Background: an optimization exercise with open tools, aiming at small area, a short achievable clock period and few clock cycles. Do not read the settings as production practice.
Function was checked by simulation only, so behaviour that the tests miss may differ from the original.

## the baseline
==> flow/design.v (excerpt) <==
module binimg_cq (
    input  wire        clk,
    input  wire        rst,
    input  wire        cmd_valid,
    output wire        cmd_ready,
    input  wire [31:0] cmd_word,
    output wire        rsp_valid,
    input  wire        rsp_ready,
    output wire [31:0] rsp_word,
    output wire [63:0] rsp_rgba16
);
Size: ~1900 cells after synthesis, about 90 flip-flops, about 130 I/O pins, about 13000 um^2 of cells after synthesis.
==> module bq_r2q, before the edit <==
module bq_r2q (
    input  wire [7:0] r,
    input  wire [7:0] g,
    input  wire [7:0] b,
    output wire       gray,
    output reg  [4:0] k,
    output reg  [3:0] idx
);
    wire [7:0] unused0, unused1, unused2;
    wire rg, rb, gb;                 
    bq_rca #(8) u_rg (.a(r), .b(~g), .ci(1'b1), .s(unused0), .co(rg));
    bq_rca #(8) u_rb (.a(r), .b(~b), .ci(1'b1), .s(unused1), .co(rb));
    bq_rca #(8) u_gb (.a(g), .b(~b), .ci(1'b1), .s(unused2), .co(gb));
    wire secR = rg & rb;             
    wire secG = ~rg & gb;            
    wire [7:0] cmax = rg ? (rb ? r : b) : (gb ? g : b);
    wire [7:0] cmin = rg ? (gb ? b : g) : (rb ? b : r);
    wire [7:0] cmed = secR ? (gb ? g : b) : secG ? (rb ? r : b) : (rg ? r : g);
    wire [7:0] dd, ff;
    wire [8:0] sm;
    wire       c0, c1;
    bq_rca #(8) u_dd (.a(cmax), .b(~cmin), .ci(1'b1), .s(dd), .co(c0));
    bq_rca #(8) u_ff (.a(cmed), .b(~cmin), .ci(1'b1), .s(ff), .co(c1));
    bq_rca #(8) u_sm (.a(cmax), .b(cmin), .ci(1'b0), .s(sm[7:0]), .co(sm[8]));
    assign gray = (dd == 8'd0);
    wire       neg = secR ? ~gb : secG ? rb : ~rg;
    wire [2:0] m = secR ? 3'd2 : secG ? (neg ? 3'd1 : 3'd3) : (neg ? 3'd0 : 3'd4);
    wire [9:0] md_a;
    wire       md_c;
    bq_rca #(9) u_md (.a(m[1] ? {dd, 1'b0} : 9'd0), .b(m[0] ? {1'b0, dd} : 9'd0), .ci(1'b0),
                      .s(md_a[8:0]), .co(md_c));
    wire [9:0] md = m[2] ? {dd, 2'd0} : {md_c, md_a[8:0]};
    wire [11:0] f15;
    wire        c2;
    bq_rca #(12) u_f15 (.a({ff, 4'd0}), .b(~{4'd0, ff}), .ci(1'b1), .s(f15), .co(c2));
    wire [12:0] u1;
    wire        c3;
    bq_rca #(13) u_u1 (.a({1'b0, f15}), .b(~{3'd0, md}), .ci(1'b1), .s(u1), .co(c3));
    wire [10:0] d5;
    wire        c4;
    bq_rca #(10) u_d5 (.a({dd, 2'd0}), .b({2'd0, dd}), .ci(1'b0), .s(d5[9:0]), .co(d5[10]));
    wire [15:0] vv;
    wire        c5;
    bq_rca #(16) u_vv (.a({u1, 3'd0}), .b(~{5'd0, d5}), .ci(neg), .s(vv), .co(c5));
    wire [13:0] d41;
    wire        c7;
    bq_rca #(14) u_d41 (.a({d5, 3'd0}), .b({6'd0, dd}), .ci(1'b0), .s(d41), .co(c7));
    wire [14:0] w1, w2;
    wire        ge1, ge2;           
    bq_rca #(15) u_t1 (.a(vv[14:0]), .b(~{1'b0, d41}), .ci(1'b1), .s(w1), .co(ge1));
    bq_rca #(15) u_t2 (.a(vv[14:0]), .b(~{d41, 1'b0}), .ci(1'b1), .s(w2), .co(ge2));
    wire t0 = vv[15];
    wire t1 = ~ge1;
    wire t2 = ~ge2;
    wire [1:0] cnt = t0 ? 2'd3 : t1 ? 2'd2 : t2 ? 2'd1 : 2'd0;
    always @(*) begin
        if (secR) idx = neg ? 4'd15 : 4'd3 - cnt;
        else if (secG) idx = neg ? 4'd3 + cnt : 4'd9 - cnt;
        else idx = neg ? 4'd9 + cnt : 4'd15 - cnt;
    end
    always @(*) begin
        if (sm <= 9'd45) k = 5'd1;
        else if (sm <= 9'd75) k = 5'd2;
        else if (sm <= 9'd105) k = 5'd3;
        else if (sm <= 9'd135) k = 5'd4;
        else if (sm <= 9'd165) k = 5'd5;
        else if (sm <= 9'd195) k = 5'd6;
        else if (sm <= 9'd225) k = 5'd7;
        else if (sm <= 9'd255) k = 5'd8;
        else if (sm <= 9'd285) k = 5'd9;
        else if (sm <= 9'd315) k = 5'd10;
        else if (sm <= 9'd345) k = 5'd11;
        else if (sm <= 9'd375) k = 5'd12;
        else if (sm <= 9'd405) k = 5'd13;
        else if (sm <= 9'd435) k = 5'd14;
        else if (sm <= 9'd465) k = 5'd15;
        else k = 5'd16;
    end
endmodule
==> module binimg_cq, before the edit <==
module binimg_cq (
    input  wire        clk,
    input  wire        rst,
    input  wire        cmd_valid,
    output wire        cmd_ready,
    input  wire [31:0] cmd_word,
    output wire        rsp_valid,
    input  wire        rsp_ready,
    output wire [31:0] rsp_word,
    output wire [63:0] rsp_rgba16
);
    reg        va, vb, h, vo, rdy;
    reg [26:0] areg, breg;     
    reg [30:0] oreg;           
    wire [2:0] pre_op3;
    bq_pre u_pre (.cmd(cmd_word), .op3(pre_op3));
    wire [26:0] cur = h ? breg : areg;
    wire        c_ill, c_qr, c_lz, c_nm, c_gray, c_rgba, c_gb;
    wire [23:0] c_res;
    bq_core u_core (.op3(cur[26:24]), .op(cur[23:0]), .st_ill(c_ill), .st_qr(c_qr),
                    .f_lz(c_lz), .f_nm(c_nm), .f_gray(c_gray), .res(c_res),
                    .rgba_en(c_rgba), .gb_en(c_gb));
    assign cmd_ready  = rdy;
    assign rsp_valid  = vo;
    assign rsp_word   = {2'b00, oreg[27], oreg[28], 1'b0, oreg[26:0]};
    assign rsp_rgba16 = {oreg[23:16], oreg[23:16], {2{oreg[15:8] & {8{oreg[30]}}}},
                         {2{oreg[7:0] & {8{oreg[30]}}}}, {16{oreg[29]}}};
    wire any    = va | vb;
    wire tgt    = any ? ~h : h;               
    wire o_free = ~vo | rsp_ready;            
    wire acc    = cmd_valid & rdy;
    wire take   = o_free & any;               
    wire va_n   = (va & ~(take & ~h)) | (acc & ~tgt);
    wire vb_n   = (vb & ~(take & h)) | (acc & tgt);
    always @(posedge clk) begin
        if (rdy & ~tgt) areg <= {pre_op3, cmd_word[23:0]};
        if (rdy & tgt)  breg <= {pre_op3, cmd_word[23:0]};
        if (o_free) oreg <= {c_gb, c_rgba, c_ill, c_qr, c_lz, c_nm, c_gray, c_res};
        if (rst) begin
            va <= 1'b0; vb <= 1'b0; h <= 1'b0; vo <= 1'b0; rdy <= 1'b1;
        end else begin
            va  <= va_n;
            vb  <= vb_n;
            h   <= h ^ take;
            vo  <= ~o_free | any;
            rdy <= ~(va_n & vb_n);
        end
    end
endmodule
Settings: LEC_CHECK=0, ABC_AREA=1, CAP_MARGIN=20, CORE_MARGIN=2, CORE_UTILIZATION=40, CTS_BUF_LIST=sky130_fd_sc_hd__clkbuf_4 sky130_fd_sc_hd__clkbuf_8, SLEW_MARGIN=20; clock period 60.0 ns.
standard.sh (not shown) runs the stock make flow with config.mk's settings and CLKGATE_MAP_FILE= SYNTH_SCRIPT=/design/flow/synth_recipe.tcl, a recipe that flattens the netlist after the stock synthesis.
==> flow/flow/run.sh <==
#!/bin/bash
# Standard ORFS layout with two changes to how it is made (the constraint file is unchanged):
#  - ports are buffered with the plain sky130 buffer instead of the delay buffer ORFS picks;
#  - the timing repair steps aim for a shorter clock period than the constraint's.
set -euo pipefail
bash standard.sh "BUFFER_PORTS_ARGS=-buffer_cell sky130_fd_sc_hd__buf_1" SETUP_SLACK_MARGIN=47 TNS_END_PERCENT=0 finish > standard_flow.log 2>&1
Testbench counts of the baseline, summed over its fixed seeds: cycles 80,016.
Inputs modified between the baseline and the candidate:
--- a/flow/design.v
+++ b/flow/design.v
@@ -92,6 +92,8 @@
     bq_rca #(16) u_vv (.a({u1, 3'd0}), .b(~{5'd0, d5}), .ci(neg), .s(vv), .co(c5));
     wire [13:0] d41;
+    wire [11:0] d9;
     wire        c7;
-    bq_rca #(14) u_d41 (.a({d5, 3'd0}), .b({6'd0, dd}), .ci(1'b0), .s(d41), .co(c7));
+    bq_rca #(11) u_d9 (.a({dd, 3'd0}), .b({3'd0, dd}), .ci(1'b0), .s(d9[10:0]), .co(d9[11]));
+    bq_rca #(14) u_d41 (.a({1'b0, dd, 5'd0}), .b({2'd0, d9}), .ci(1'b0), .s(d41), .co(c7));
     wire [14:0] w1, w2;
     wire        ge1, ge2;           
@@ -288,10 +290,10 @@
     output wire [63:0] rsp_rgba16
 );
-    reg        va, vb, h, vo, rdy;
-    reg [26:0] areg, breg;     
+    reg        vi, vs, vo, rdy;
+    reg [26:0] ireg, sreg;     
     reg [30:0] oreg;           
     wire [2:0] pre_op3;
     bq_pre u_pre (.cmd(cmd_word), .op3(pre_op3));
-    wire [26:0] cur = h ? breg : areg;
+    wire [26:0] cur = vs ? sreg : ireg;
     wire        c_ill, c_qr, c_lz, c_nm, c_gray, c_rgba, c_gb;
     wire [23:0] c_res;
@@ -304,23 +306,20 @@
     assign rsp_rgba16 = {oreg[23:16], oreg[23:16], {2{oreg[15:8] & {8{oreg[30]}}}},
                          {2{oreg[7:0] & {8{oreg[30]}}}}, {16{oreg[29]}}};
-    wire any    = va | vb;
-    wire tgt    = any ? ~h : h;               
-    wire o_free = ~vo | rsp_ready;            
+    wire o_free = ~vo | rsp_ready;        
     wire acc    = cmd_valid & rdy;
-    wire take   = o_free & any;               
-    wire va_n   = (va & ~(take & ~h)) | (acc & ~tgt);
-    wire vb_n   = (vb & ~(take & h)) | (acc & tgt);
+    wire vs_n = (~o_free & (vs | vi)) | (vs & vi);    
+    wire vi_n = acc | (vi & vs & ~o_free);
+    wire vo_n = ~o_free | vs | vi;
     always @(posedge clk) begin
-        if (rdy & ~tgt) areg <= {pre_op3, cmd_word[23:0]};
-        if (rdy & tgt)  breg <= {pre_op3, cmd_word[23:0]};
+        if (rdy) ireg <= {pre_op3, cmd_word[23:0]};
+        if (~vs | o_free) sreg <= ireg;
         if (o_free) oreg <= {c_gb, c_rgba, c_ill, c_qr, c_lz, c_nm, c_gray, c_res};
         if (rst) begin
-            va <= 1'b0; vb <= 1'b0; h <= 1'b0; vo <= 1'b0; rdy <= 1'b1;
+            vi <= 1'b0; vs <= 1'b0; vo <= 1'b0; rdy <= 1'b1;
         end else begin
-            va  <= va_n;
-            vb  <= vb_n;
-            h   <= h ^ take;
-            vo  <= ~o_free | any;
-            rdy <= ~(va_n & vb_n);
+            vi  <= vi_n;
+            vs  <= vs_n;
+            vo  <= vo_n;
+            rdy <= ~(vi_n & vs_n);
         end
     end
## What came out
- The candidate went all the way through synthesis, placement and routing and the layout is clean on timing, DRC and antenna.
- Of the candidate and the baseline, the candidate shows the higher proportion of cell area spent on the clock network, with the baseline below it.
- Via count of the first global-routing pass delta (the baseline -> the candidate): insignificant
- Relative to the baseline, the clock sink count measured on the candidate has decreased slightly.
- Between the baseline and the candidate, the flow reports register area decreasing slightly.
- Summary of the candidate over the baseline: final-layout clock buffer total now smaller, sum of routed wire length over all layers decreased 1.3%, number of buffers inserted by port buffering barely changed.
- Diff the baseline -> the candidate | average size of a mapped cell | up slightly
- Higher area growth from synthesis to layout was reported by the candidate, not the baseline.
- Measured against each other, the candidate and the baseline differ in sequential share of layout area, the lower figure coming from the candidate.
Testbench counts of the candidate, summed over its fixed seeds: cycles 80,016.

## re-timing with driven ports
Ports are ideal in the flow. The routed layouts listed here were re-timed in OpenROAD. Step 1 sets driving cells, clkbuf_16 on the clock port and buf_2 on the other inputs (assumed; they add their load-dependent delay and slew). Step 2 adds t to the input delays and takes it off the output delays; t is the mean of the earliest and latest rising clock arrival at the registers after step 1. Input paths then give back, and output paths get back, about the clock's delay inside the block. Three values: no drivers, after step 1, after step 2; two values: the first two.
run	t, ns	slack for setup (ns)	latest minus earliest clock arrival (ns)	worst data-port slew with drivers (ns)	pins driven straight from the clock port
the baseline	0.438	46.757 / 46.715 / 46.805	0.028 / 0.028	0.04	1
the candidate	0.461	46.758 / 46.715 / 46.333	0.018 / 0.018	0.04	1
After both steps every run listed still meets setup and hold. The setup slack of the candidate, which loses most, moves by -0.043 ns with the drivers and by -0.425 ns with both steps.
